What follows belongs to an exercise in optimizing a design on an open flow for small area, a short achievable clock period and few clock cycles; a production flow would make more cautious choices. In this exercise RTL edits were held to simulation tests only and were not proved equivalent to the original. Power and IR drop assume default switching activity.

==> job 4729 <==
==> flow/design.v <==
module gpusim_bs (
    input  wire        clk,
    input  wire        rst,           
    input  wire        cmd_valid,
    output wire        cmd_ready,
    input  wire [3:0]  cmd_op,
    input  wire [7:0]  cmd_a,
    input  wire [7:0]  cmd_b,
    input  wire [7:0]  cmd_c,
    output wire        rsp_valid,
    output wire [3:0]  rsp_kind,
    output wire [1:0]  rsp_space,
    output wire [15:0] rsp_info,
    input  wire [7:0]  rd_addr,
    output wire [7:0]  rd_data,
    input  wire [2:0]  rd_reg,
    output wire [7:0]  rd_reg_data,
    output wire [7:0]  pc_o,
    output wire [7:0]  pend_o,
    output wire [1:0]  ctrl_o
);
    localparam MEM_SIZE  = 64;
    localparam REG_COUNT = 8;
    localparam NWORDS    = 21;        
    localparam OP_RESET  = 4'd0;
    localparam OP_LOAD   = 4'd1;
    localparam OP_STEP   = 4'd2;
    localparam OP_EXEI   = 4'd4;
    localparam OP_RUN    = 4'd5;
    localparam OP_PAUSE  = 4'd6;
    localparam OP_STOP   = 4'd7;
    localparam OP_WRMEM  = 4'd8;
    localparam K_OK      = 4'd0;
    localparam K_TOOBIG  = 4'd5;
    localparam K_BADCODE = 4'd7;
    localparam K_OOB     = 4'd9;
    localparam K_UNSUP   = 4'd10;
    localparam SP_NONE   = 2'd0;
    localparam SP_REG    = 2'd1;
    localparam SP_MEM    = 2'd2;
    localparam SP_FETCH  = 2'd3;
    localparam C_STOPPED = 2'd0;
    localparam C_RUNNING = 2'd1;
    localparam C_PAUSED  = 2'd2;
    reg [7:0]  mem  [0:MEM_SIZE-1];
    reg [7:0]  regs [0:REG_COUNT-1];
    reg [5:0]  pc;         
    reg [4:0]  k;          
    reg [6:0]  pend;       
    reg [1:0]  ctrl;
    reg        loading;    
    reg        running;    
    reg        exei;       
    reg [23:0] ir;
    reg        r_valid;    
    reg [3:0]  r_kind;
    reg [1:0]  r_space;
    reg [15:0] r_info;
    assign cmd_ready = !running && !exei;
    wire idle_cmd   = cmd_valid && !loading && !running && !exei;
    wire is_op_step = (cmd_op == OP_STEP);
    wire is_op_exei = (cmd_op == OP_EXEI);
    wire is_op_run  = (cmd_op == OP_RUN);
    wire [7:0] pdist      = {1'b0, pend} - {2'b0, pc};
    wire       pc_lt_pend = !pdist[7] && (pdist != 8'd0);      
    wire       last3      = pdist[7] || (pdist[6:2] == 5'd0);  
    wire       lane1_ok   = !pdist[7] && (pdist > 8'd1);       
    wire       lane2_ok   = !pdist[7] && (pdist > 8'd2);       
    wire [7:0] x_op = ir[23:16];
    wire [7:0] x_a  = ir[15:8];
    wire [7:0] x_b  = ir[7:0];
    wire       ridx_b = (x_op[2:0] == 3'd4);
    wire [2:0] ridx   = ridx_b ? x_b[2:0] : x_a[2:0];
    wire [7:0] rval   = regs[ridx];
    wire op_alu   = (x_op == 8'h01) || (x_op == 8'h02) || (x_op == 8'h03);
    wire op_store = (x_op == 8'h04);
    wire fetch_oob = !exei && (k == 5'd21);
    reg        d_fault;
    reg [3:0]  d_kind;
    reg [1:0]  d_space;
    reg [7:0]  d_info;
    always @(*) begin
        d_fault = 1'b1;
        d_kind  = K_OOB;
        d_space = SP_REG;
        d_info  = x_a;
        if (fetch_oob) begin
            d_space = SP_FETCH;
            d_info  = 8'd64;
        end else if (op_alu) begin
            d_fault = (x_a[7:3] != 5'd0);
        end else if (op_store) begin
            if (x_a[7:6] != 2'd0) begin
                d_space = SP_MEM;
            end else if (x_b[7:3] != 5'd0) begin
                d_info  = x_b;
            end else begin
                d_fault = 1'b0;
            end
        end else begin
            d_kind  = K_BADCODE;
            d_space = SP_NONE;
            d_info  = x_op;
        end
    end
    wire [7:0] alu = (x_op[1:0] == 2'b01) ? x_b :
                     (x_op[1:0] == 2'b10) ? rval + x_b : rval - x_b;
    wire run_acc = idle_cmd && is_op_run;
    wire x_en    = running || exei || (idle_cmd && is_op_step) || (run_acc && pc_lt_pend);
    wire x_ok    = x_en && !d_fault;
    wire reg_we  = x_ok && op_alu;
    wire st_we   = x_ok && op_store;
    wire advance = x_ok && !exei;                 
    wire clear_all = rst || (idle_cmd && cmd_op == OP_RESET);
    wire beat      = loading && cmd_valid;
    wire wm_we     = idle_cmd && (cmd_op == OP_WRMEM) && (cmd_a[7:6] == 2'd0);
    wire [5:0] waddr = wm_we ? cmd_a[5:0] : x_a[5:0];
    wire [7:0] wbyte = wm_we ? cmd_b : rval;
    wire       wsel  = wm_we || st_we;
    wire [7:0] wd0 = (beat ? cmd_a : wbyte) & {8{!clear_all}};
    wire [7:0] wd1 = (beat ? cmd_b : wbyte) & {8{!clear_all}};
    wire [7:0] wd2 = (beat ? cmd_c : wbyte) & {8{!clear_all}};
    reg [MEM_SIZE-1:0] mem_we;
    integer i;
    always @(*) begin
        for (i = 0; i < MEM_SIZE; i = i + 1)
            mem_we[i] = clear_all
                     || (beat && k == i / 3 && (i % 3 == 0 || (i % 3 == 1 && lane1_ok) || (i % 3 == 2 && lane2_ok)))
                     || (wsel && waddr == i);
    end
    always @(posedge clk) begin
        for (i = 0; i < MEM_SIZE; i = i + 1)
            if (mem_we[i])
                mem[i] <= (i % 3 == 0) ? wd0 : (i % 3 == 1) ? wd1 : wd2;
    end
    wire [7:0] rwd = alu & {8{!clear_all}};
    always @(posedge clk) begin
        for (i = 0; i < REG_COUNT; i = i + 1)
            if (clear_all || (reg_we && x_a[2:0] == i))
                regs[i] <= rwd;
    end
    wire [23:0] words [0:31];
    genvar gw;
    generate
        for (gw = 0; gw < 32; gw = gw + 1) begin : g_words
            if (gw < NWORDS)
                assign words[gw] = {mem[3*gw], mem[3*gw+1], mem[3*gw+2]};
            else
                assign words[gw] = 24'd0;
        end
    endgenerate
    wire        at_pc = r_valid || exei;
    wire [4:0]  fa    = at_pc ? k : k + 5'd1;
    wire [23:0] fword = words[fa];
    wire        ir_ld = at_pc || (running && !d_fault) || cmd_valid;
    wire [5:0] fdiff = x_a[5:0] - (at_pc ? pc : pc + 6'd3);
    always @(posedge clk) begin
        if (clear_all)
            ir <= 24'd0;
        else if (idle_cmd && is_op_exei)
            ir <= {cmd_a, cmd_b, cmd_c};
        else if (ir_ld) begin
            ir[23:16] <= (st_we && fdiff == 6'd0) ? rval : fword[23:16];
            ir[15:8]  <= (st_we && fdiff == 6'd1) ? rval : fword[15:8];
            ir[7:0]   <= (st_we && fdiff == 6'd2) ? rval : fword[7:0];
        end
    end
    wire       late    = running || exei;             
    wire       x_end   = exei || d_fault || last3;
    assign rsp_valid = r_valid || (late && x_end && !rst);
    assign rsp_kind  = late ? (d_fault ? d_kind : K_OK) : r_kind;
    assign rsp_space = late ? (d_fault ? d_space : SP_NONE) : r_space;
    assign rsp_info  = late ? (d_fault ? {8'd0, d_info} : {14'd0, exei, 1'b0}) : r_info;
    always @(posedge clk) begin
        r_valid <= 1'b0;
        if (clear_all) begin
            pc      <= 6'd0;
            k       <= 5'd0;
            pend    <= 7'd0;
            ctrl    <= C_STOPPED;
            loading <= 1'b0;
            running <= 1'b0;
            exei    <= 1'b0;
            r_kind  <= K_OK;
            r_space <= SP_NONE;
            r_info  <= 16'd0;
            r_valid <= !rst;
        end else if (beat) begin
            pc <= pc + 6'd3;
            k  <= k + 5'd1;
            if (last3) begin
                pc      <= 6'd0;
                k       <= 5'd0;
                loading <= 1'b0;
                r_kind  <= K_OK;
                r_space <= SP_NONE;
                r_info  <= 16'd0;
                r_valid <= 1'b1;
            end
        end else if (exei) begin
            exei <= 1'b0;                     
        end else if (x_en) begin
            r_kind  <= d_kind;
            r_space <= d_space;
            r_info  <= {8'd0, d_info};
            if (advance) begin
                pc <= pc + 6'd3;
                k  <= k + 5'd1;
            end
            if (d_fault) begin
                running <= 1'b0;
                r_valid <= !running;
                if (run_acc)
                    ctrl <= C_RUNNING;
            end else begin
                r_kind  <= K_OK;
                r_space <= SP_NONE;
                r_info  <= 16'd0;
                if (!running && !run_acc) begin
                    r_valid <= 1'b1;          
                end else if (last3) begin
                    ctrl    <= C_STOPPED;
                    running <= 1'b0;
                    r_valid <= !running;
                end else begin
                    ctrl    <= C_RUNNING;
                    running <= 1'b1;
                end
            end
        end else if (idle_cmd) begin
            r_kind  <= K_OK;
            r_space <= SP_NONE;
            r_info  <= 16'd0;
            r_valid <= 1'b1;
            case (cmd_op)
                OP_LOAD: begin
                    if ({cmd_a, cmd_b} > MEM_SIZE) begin
                        r_kind <= K_TOOBIG;
                        r_info <= {cmd_a, cmd_b};
                    end else begin
                        pend <= cmd_b[6:0];
                        pc   <= 6'd0;
                        k    <= 5'd0;
                        if (cmd_b[6:0] != 7'd0) begin
                            loading <= 1'b1;
                            r_valid <= 1'b0;
                        end
                    end
                end
                OP_EXEI: begin
                    exei    <= 1'b1;
                    r_valid <= 1'b0;
                end
                OP_RUN:   ctrl <= C_STOPPED;        
                OP_PAUSE: ctrl <= C_PAUSED;
                OP_STOP:  ctrl <= C_STOPPED;
                OP_WRMEM: begin
                    if (cmd_a[7:6] != 2'd0) begin
                        r_kind  <= K_OOB;
                        r_space <= SP_MEM;
                        r_info  <= {8'd0, cmd_a};
                    end
                end
                default: begin
                    r_kind <= K_UNSUP;
                    r_info <= {12'd0, cmd_op};
                end
            endcase
        end
    end
    assign rd_data     = (rd_addr[7:6] == 2'd0) ? mem[rd_addr[5:0]] : 8'd0;
    assign rd_reg_data = regs[rd_reg];
    assign pc_o        = {2'b0, pc};
    assign pend_o      = {1'b0, pend};
    assign ctrl_o      = ctrl;
endmodule
==> flow/run.sh <==
#!/bin/bash
# synth_recipe.tcl (not shown) runs the flow's synth.tcl, then flattens the netlist and writes it again
# the make line also repeats each setting of config.mk as NAME=value (left out here)
make -C /OpenROAD-flow-scripts/flow DESIGN_CONFIG=/design/flow/config.mk WORK_HOME=/design/flow/orfs CLKGATE_MAP_FILE= SYNTH_SCRIPT=/design/flow/synth_recipe.tcl finish
==> flow/config.mk <==
export PLATFORM = sky130hd
export DESIGN_NAME = gpusim_bs
export DESIGN_NICKNAME = gpusim_bs
export VERILOG_FILES = /design/flow/design.v
export SDC_FILE = /design/flow/constraint.sdc
export NUM_CORES = 4
export LEC_CHECK = 0
export CAP_MARGIN = 20
export CORE_MARGIN = 2
export CORE_UTILIZATION = 45
export SETUP_SLACK_MARGIN = 5
export SLEW_MARGIN = 20
export TNS_END_PERCENT = 0
==> flow/constraint.sdc <==
create_clock -name core_clock -period 10.0 [get_ports {clk}]
set_input_delay 2.0000 -clock core_clock [delete_from_list [all_inputs] [get_ports {clk}]]
set_output_delay 2.0000 -clock core_clock [all_outputs]
set_load 0.01 [all_outputs]
==> job 4341 (differences from job 4729) <==
CORE_UTILIZATION = 40   (was 45)
CTS_BUF_LIST = sky130_fd_sc_hd__clkbuf_8   (was not set)
==> comparison table <==
item                                                                  job 4341     job 4729
Via count of the first global-routing pass                              30,200       30,000
Routed length per instance                                             49.7 um      49.1 um
Non-clk bufs                                                               427          443
P_leak                                                                 14.5 nW      14.4 nW
Clock-pin slew on the worst setup and hold paths                       0.05 ns      0.06 ns
Measured slew at the worst slew-check pin                              1.34 ns      1.29 ns
Total clock buffers created by CTS                                         110           71
Critical path endpoint                                              rd_data[5]   rd_data[4]
Relative area of non-clock buffer cells in the final design              0.107        0.107
M1 WL                                                                  70.6 mm      66.0 mm
Time the worst path needs with I/O delays and setup                    6.06 ns      6.10 ns
Post-route fraction of the period consumed by the critical path          0.606        0.610
Proportion of layout cells with a drive suffix above 1                   0.237        0.229
Seq pwr                                                                4.20 mW      4.16 mW
Global-route met1 utilization                                            0.574        0.625
Number of antenna violations at the first check in global routing           20           18
Area of the die                                                    82,700 um^2  73,600 um^2
Share of the core filled with cells in the final layout                  0.516        0.576
Status                                                timing/DRC/antenna clean  timing/DRC/antenna clean
Maximum net fanout on the critical path                                      8            7
Combinational share of power                                             0.181        0.173
Testbench counts of job 4729, summed over its fixed seeds: cycles 18,863.
Testbench counts of job 4341, summed over its fixed seeds: cycles 18,863.

-- port drivers added, routing unchanged --
No port has a modelled driver above. Below, the same layouts with a new extraction and two added sets of constraints.
Step 1: set_driving_cell puts a clkbuf_16 on clk and a buf_2 on each other input, an assumption about the parent block.
Step 2 moves the port delays by t, midway between the first and last clock arrival at a register: inputs arrive t later, outputs are due t later. That takes back most of the time a late clock gives input paths.
a / b / c = no drivers / after step 1 / after step 2; a / b = the first two.
run | t, ns | slack for setup (ns) | worst setup path after step 2 | worst data-port slew with drivers (ns)
job 4729 | 0.716 | 3.904 / 3.850 / 3.418 | input to register | 0.07
job 4341 | 0.835 | 3.942 / 3.893 / 3.561 | input to register | 0.10
After both steps setup and hold are still met in every run listed. For job 4729, which loses most, drivers alone change the setup slack by -0.054 ns; drivers and shift together by -0.486 ns.
